This is an optimization exercise on Yosys and OpenROAD, whose aim is a short achievable clock period and few clock cycles, not a production implementation. The RTL was checked by simulation tests, not by an equivalence proof against the original design. Power and IR drop assume default switching activity.

Setup of ember:
==> flow/design.v (excerpt) <==
module il_core (
    input  wire        clk,
    input  wire        rst,
    input  wire        start,
    input  wire [15:0] prog_len,
    output wire        busy,
    output wire [15:0] acc,
    output wire [15:0] last_line,
    output wire [4:0]  esp,
    output wire [4:0]  csp,
    output wire        prog_valid,
    output wire [15:0] prog_addr,
    input  wire        prog_ready,
    input  wire [15:0] prog_word,
    input  wire [15:0] prog_opr,
    output wire        mem_valid,
    output wire        mem_we,
    output wire [1:0]  mem_region,
    output wire [4:0]  mem_slot,
    output wire [15:0] mem_wdata,
    input  wire        mem_ready,
    input  wire [15:0] mem_rdata
);
For scale: about 1400 flip-flops, about 82000 µm² of cells after synthesis.
make LEC_CHECK=0 CAP_MARGIN=30 CORE_MARGIN=2 CORE_UTILIZATION=40 SETUP_SLACK_MARGIN=5.0 SLEW_MARGIN=20 finish   # period 8.0 ns
run.sh (not shown) runs the stock make flow with config.mk's settings and CLKGATE_MAP_FILE= SYNTH_SCRIPT=/design/flow/synth_recipe.tcl, a recipe that flattens the netlist after the stock synthesis.
ember went all the way through synthesis, placement and routing and the layout is clean on timing, DRC and antenna.
Testbench counts of ember, summed over its fixed seeds: cycles 54,074.
Changes in cedar relative to ember:
--- a/flow/design.v
+++ b/flow/design.v
@@ -281,24 +281,25 @@
             for (j = 0; j < 8; j = j + 1) begin
                 t = x[2*j +: 3];
                 booth[3*j]     = t[2] && !(t[1] && t[0]);                
                 booth[3*j + 1] = t[1] ^ t[0];                            
                 booth[3*j + 2] = (t == 3'b011) || (t == 3'b100);         
             end
         end
     endfunction
+    wire [23:0] bdg = (ph_run_r && e_memreq) ? booth(rd_bin) : bd_r;
     reg  [15:0] bm;
     reg  [15:0] mt [0:20];
     always @(*) begin
         mt[8] = 16'd0;
         for (k = 0; k < 8; k = k + 1) begin
-            bm = ({16{bd_r[3*k+1]}} & acc_r) | ({16{bd_r[3*k+2]}} & {acc_r[14:0], 1'b0});
-            mt[k] = (bd_r[3*k] ? ~bm : bm) << (2*k);
-            mt[8][2*k] = bd_r[3*k];
+            bm = ({16{bdg[3*k+1]}} & acc_r) | ({16{bdg[3*k+2]}} & {acc_r[14:0], 1'b0});
+            mt[k] = (bdg[3*k] ? ~bm : bm) << (2*k);
+            mt[8][2*k] = bdg[3*k];
         end
         for (k = 0; k < 6; k = k + 1) begin
             mt[9 + 2*k]  = mt[3*k] ^ mt[3*k+1] ^ mt[3*k+2];
             mt[10 + 2*k] = ((mt[3*k] & mt[3*k+1]) | (mt[3*k] & mt[3*k+2]) |
                             (mt[3*k+1] & mt[3*k+2])) << 1;
         end
     end
     wire [31:0] mf_2 = csa(m4[0], m4[1], m4[2]);
@@ -673,24 +674,25 @@
                                 ed_z  <= 1'b0;
                                 ed_f  <= (edisc == 16'hFFFE);
                             end
                         end
                     end else if (e_kbin) begin
                         if (mhs || !e_memreq) begin
                             if (!e_fin) begin
                                 mdiv <= (e_op == OP_DIV);
-                                if (mhs) begin
+                                if (mhs && e_op == OP_DIV) begin
                                     mA   <= acc_r;
                                     mB   <= rd_bin;
-                                    bd_r <= booth(rd_bin);
                                     dS_r <= lzB - lzA;
                                     dZ_r <= (capB == 16'd0) || (lzB < lzA);
-                                    e_ph <= (e_op == OP_DIV) ? PH_DIV0 : PH_MUL1;
+                                    e_ph <= PH_DIV0;
                                     ph_run_r <= 1'b0;
+                                end else if (mhs) begin
+                                    mul_tree;
                                 end else if (e_op == OP_DIV) begin
                                     mA   <= acc_r;
                                     mB   <= e_vimm;
                                     dS_r <= lzB - lzA;
                                     dZ_r <= (capB == 16'd0) || (lzB < lzA);
                                     e_ph <= PH_DIV0;
                                     ph_run_r <= 1'b0;
                                 end else begin
==> comparison <==
Synthesized cell count (lower): ember. [compare] base=ember new=cedar: met3 usage did not really move; transition time at the pin with the least slew margin moved up; area growth from synthesis to layout increased 1.8 points; proportion of cell area spent on the clock network neither gained nor lost much. Final critical path time including I/O delays and setup: cedar worse than ember. Compared to ember, cedar has switching part of the total 0.67 points lower. Compare ember and cedar | via count higher: cedar. Taking ember as the reference point, the number of standard cells in the layout, taps in and fillers out of cedar rises by 100. Comparing ember with cedar, the clock latency on the worst-skew pair came out essentially unchanged.
Testbench counts of cedar, summed over its fixed seeds: cycles 53,481.

---

## run Y
il_core, a different RTL version from the one above (not shown whole).
Size: ~1400 flip-flops, ~150 I/O pins, ~82000 um2 of cells after synthesis.
make LEC_CHECK=0 CAP_MARGIN=20 CORE_MARGIN=2 CORE_UTILIZATION=40 SETUP_SLACK_MARGIN=5.0 SLEW_MARGIN=20 finish   # period 8.0 ns
Testbench counts of run Y, summed over its fixed seeds: cycles 54,913.
> inputs changed (run Y -> run K)
diff --git a/flow/design.v b/flow/design.v
--- a/flow/design.v
+++ b/flow/design.v
@@ -132,13 +132,13 @@
     reg        e_sp;       
     reg        w_pend;
     reg [4:0]  w_op;
     reg [15:0] w_b;
     reg        m_req;      
     reg [15:0] mA, mB;
-    reg [15:0] m4 [0:2];    
+    reg [15:0] m4 [0:3];    
     reg        mdiv;
     reg [15:0] dR, dD, dQ;
     reg [3:0]  dCnt;
     reg        dZero;
     wire e_kld   = e_kind[0];
     wire e_kopen = e_kind[1];
@@ -264,34 +264,24 @@
             csa = {c[14:0], 1'b0, s};
         end
     endfunction
     wire        ph_run = (e_ph == PH_RUN);
     wire [15:0] oA = ph_run ? acc_r : mA;
     wire [15:0] oB = ph_run ? e_vimm : mB;
-    wire [16:0] bx = {oB, 1'b0};
-    reg  [2:0]  bt;
-    reg         bneg;
-    reg  [15:0] bm;
-    reg  [15:0] mt [0:20];
+    reg [15:0] mt [0:39];
     always @(*) begin
-        mt[8] = 16'd0;
-        for (k = 0; k < 8; k = k + 1) begin
-            bt   = bx[2*k +: 3];
-            bneg = bt[2] && !(bt[1] && bt[0]);
-            bm   = (bt[1] ^ bt[0]) ? oA :
-                   ((bt == 3'b011) || (bt == 3'b100)) ? {oA[14:0], 1'b0} : 16'd0;
-            mt[k] = (bneg ? ~bm : bm) << (2*k);
-            mt[8][2*k] = bneg;
-        end
-        for (k = 0; k < 6; k = k + 1) begin
-            mt[9 + 2*k]  = mt[3*k] ^ mt[3*k+1] ^ mt[3*k+2];
-            mt[10 + 2*k] = ((mt[3*k] & mt[3*k+1]) | (mt[3*k] & mt[3*k+2]) |
+        for (k = 0; k < 16; k = k + 1)
+            mt[k] = oB[k] ? (oA << k) : 16'd0;
+        for (k = 0; k < 12; k = k + 1) begin
+            mt[16 + 2*k] = mt[3*k] ^ mt[3*k+1] ^ mt[3*k+2];
+            mt[17 + 2*k] = ((mt[3*k] & mt[3*k+1]) | (mt[3*k] & mt[3*k+2]) |
                             (mt[3*k+1] & mt[3*k+2])) << 1;
         end
     end
-    wire [31:0] mf_2 = csa(m4[0], m4[1], m4[2]);
+    wire [31:0] mf_1 = csa(m4[0], m4[1], m4[2]);
+    wire [31:0] mf_2 = csa(m4[3], mf_1[15:0], mf_1[31:16]);
     wire [15:0] mf_s2 = mf_2[15:0];
     wire [15:0] mf_c2 = mf_2[31:16];
     wire [15:0] mfin  = mf_s2 + mf_c2;
     function [4:0] lzc;
         input [15:0] x;
         integer j;
@@ -317,13 +307,13 @@
     wire [17:0] d_v = d_s + d_c + 18'd1;               
     wire        d_ge2 = d_ge ? !d_v[17] : !d_u[16];
     wire [15:0] d_r2 = d_ge ? (d_ge2 ? d_v[15:0] : d_t[15:0])
                             : (d_ge2 ? d_u[15:0] : dR);
     task mul_tree;
         begin
-            for (k = 0; k < 3; k = k + 1) m4[k] <= mt[18 + k];
+            for (k = 0; k < 4; k = k + 1) m4[k] <= mt[36 + k];
             e_ph <= PH_MUL3;
         end
     endtask
     task div_setup;
         begin
             dZero <= (mB == 16'd0) || (lzB < lzA);
==> comparison <==
The higher area after synthesis of run Y and run K is in run K. Compared with run Y, in run K weighted congestion reported at the end of routability-driven placement fell about 2%; clock-buffer cell count -2; via count moved up. Max part of the cycle the worst path needs across run Y and run K: run Y.
Testbench counts of run K, summed over its fixed seeds: cycles 54,913.

---

## v6
Another version of the RTL of il_core (not shown whole).
Size in the first run: ~7,500 cells after synthesis, about 1,400 flip-flops, roughly 0.084 sq mm of cells after synthesis.
clock: 8.0 ns
lec_check: 0
cap_margin: 30
core_margin: 2
core_utilization: 40
setup_slack_margin: 5.0
slew_margin: 20
Testbench counts of v6, summed over its fixed seeds: cycles 54,074.
Setup changes, v6 to v7
--- a/flow/design.v
+++ b/flow/design.v
@@ -423,35 +423,35 @@
             default: ;
             endcase
         end
     end
     wire        t_bin  = mem_ready & em_bin;
     wire        t_rd   = mem_ready & em_rd;
     wire        t_lg   = mem_ready & em_lg;
     wire        s_mul  = e_v & (e_ph == PH_MUL3);
     wire        s_div  = e_v & (e_ph == PH_DIVI) & !dZero & (dCnt[3:1] == 3'd0);
     wire [15:0] y_div  = dCnt[0] ? {dQ[13:0], d_ge, d_ge2} : {dQ[14:0], d_ge};
     wire        nz_div = (dCnt[0] ? (dQ[13:0] != 14'd0) || d_ge2 : (dQ[14:0] != 15'd0)) || d_ge;
     wire        s_oth  = o_en & !o_yr & !o_yc & !s_mul & !s_div;
-    wire        s_yw   = w_pend & !o_en;
-    wire        s_hold = !(o_en | w_pend);
-    wire [15:0] acc_e  = ({16{o_yr}} & yr) | ({16{o_yc}} & yc) | ({16{s_yw}} & yw) |
+    wire        s_yw   = w_pend & !t_rd & !o_en;
+    wire        s_hold = !(t_rd | t_lg | o_en | w_pend);
+    wire [15:0] acc_nx = ({16{t_rd}} & rd_inv) | ({16{t_lg}} & ylg) |
+                         ({16{o_yr}} & yr) | ({16{o_yc}} & yc) | ({16{s_yw}} & yw) |
                          ({16{s_mul}} & mfin) | ({16{s_div}} & y_div) |
                          ({16{s_oth}} & o_val) | ({16{s_hold}} & acc_r);
-    wire        nz_e   = (o_yr & alu_nz(e_op, acc_r, e_vimm)) | (o_yc & yc_nz) |
+    wire        lg_nz  = alu_nz(e_op, acc_r, rd_bin);
+    wire        nz_nx  = (t_rd & (rd_inv != 16'd0)) | (t_lg & lg_nz) |
+                         (o_yr & alu_nz(e_op, acc_r, e_vimm)) | (o_yc & yc_nz) |
                          (s_yw & alu_nz(w_op, acc_r, w_b)) | (s_mul & !sum_zero(mf_s2, mf_c2)) | (s_div & nz_div) |
                          (s_oth & o_nz) | (s_hold & acc_nz);
-    wire        lg_nz  = alu_nz(e_op, acc_r, rd_bin);
-    wire [15:0] acc_nx = t_lg ? ylg : (t_rd ? rd_inv : acc_e);
-    wire        nz_nx  = t_lg ? lg_nz : (t_rd ? (rd_inv != 16'd0) : nz_e);
     wire        hs       = pv && prog_ready;
     wire        lt_pa1   = (pa1 < plen);
     wire        lt_opr   = (prog_opr < plen);
     wire        lt_ctop  = (ctop < plen);
     reg         q_mod;
     always @(*) begin
         q_mod = 1'b0;
         for (k = 0; k < QD; k = k + 1)
             if (qv[k] && q[k][QW-4]) q_mod = 1'b1;
     end
     wire        acc_stable = !(e_v && e_mod) && !q_mod && !w_pend;
     wire        w_j      = (prog_word[7:0] == 8'd18);
--- outcome ---
- v7 closes out successfully: all stages finished, all timing, DRC and antenna checks passed.
- Diff v6 -> v7: met3 routed wirelength moved down; distinct cell type count after synthesis moved up; post-layout worst setup margin moved up; clock power moved up; first-pass GRT wire length moved up.
- Taking v6 as the reference point, the time the worst path needs with I/O delays and setup of v7 falls by 0.054 ns.
Testbench counts of v7, summed over its fixed seeds: cycles 54,074.

re-timing with driven ports:
Ports are ideal in the flow. The routed layouts listed here were re-timed in OpenROAD.
Step 1 (the two cells are an assumption about what drives the block):
set clk [get_ports {clk}]
set_driving_cell -lib_cell sky130_fd_sc_hd__clkbuf_16 $clk
set_driving_cell -lib_cell sky130_fd_sc_hd__buf_2 [delete_from_list [all_inputs] $clk]
Step 2 adds t to the input delays and takes it off the output delays; t is the mean of the earliest and latest rising clock arrival at the registers after step 1. Input paths then give back, and output paths get back, about the clock's delay inside the block.
Slacks: ideal / step 1 / step 2; pairs: ideal / step 1.
| run | shift t [ns] | setup slack, ns | cell pins on the clock port's net |
|---|---|---|---|
| ember | 0.901 | 4.151 / 4.062 / 3.218 | 1 |
| cedar | 0.913 | 3.479 / 3.507 / 2.594 | 1 |
| run Y | 0.922 | 3.845 / 3.845 / 3.090 | 1 |
| run K | 0.908 | 3.945 / 3.945 / 3.205 | 1 |
| v6 | 0.900 | 4.043 / 4.043 / 3.244 | 1 |
| v7 | 0.922 | 4.097 / 4.065 / 3.218 | 1 |
After both steps setup and hold are still met in every run listed. The setup slack of ember, which loses most, moves by -0.089 ns with the drivers and by -0.933 ns with both steps.
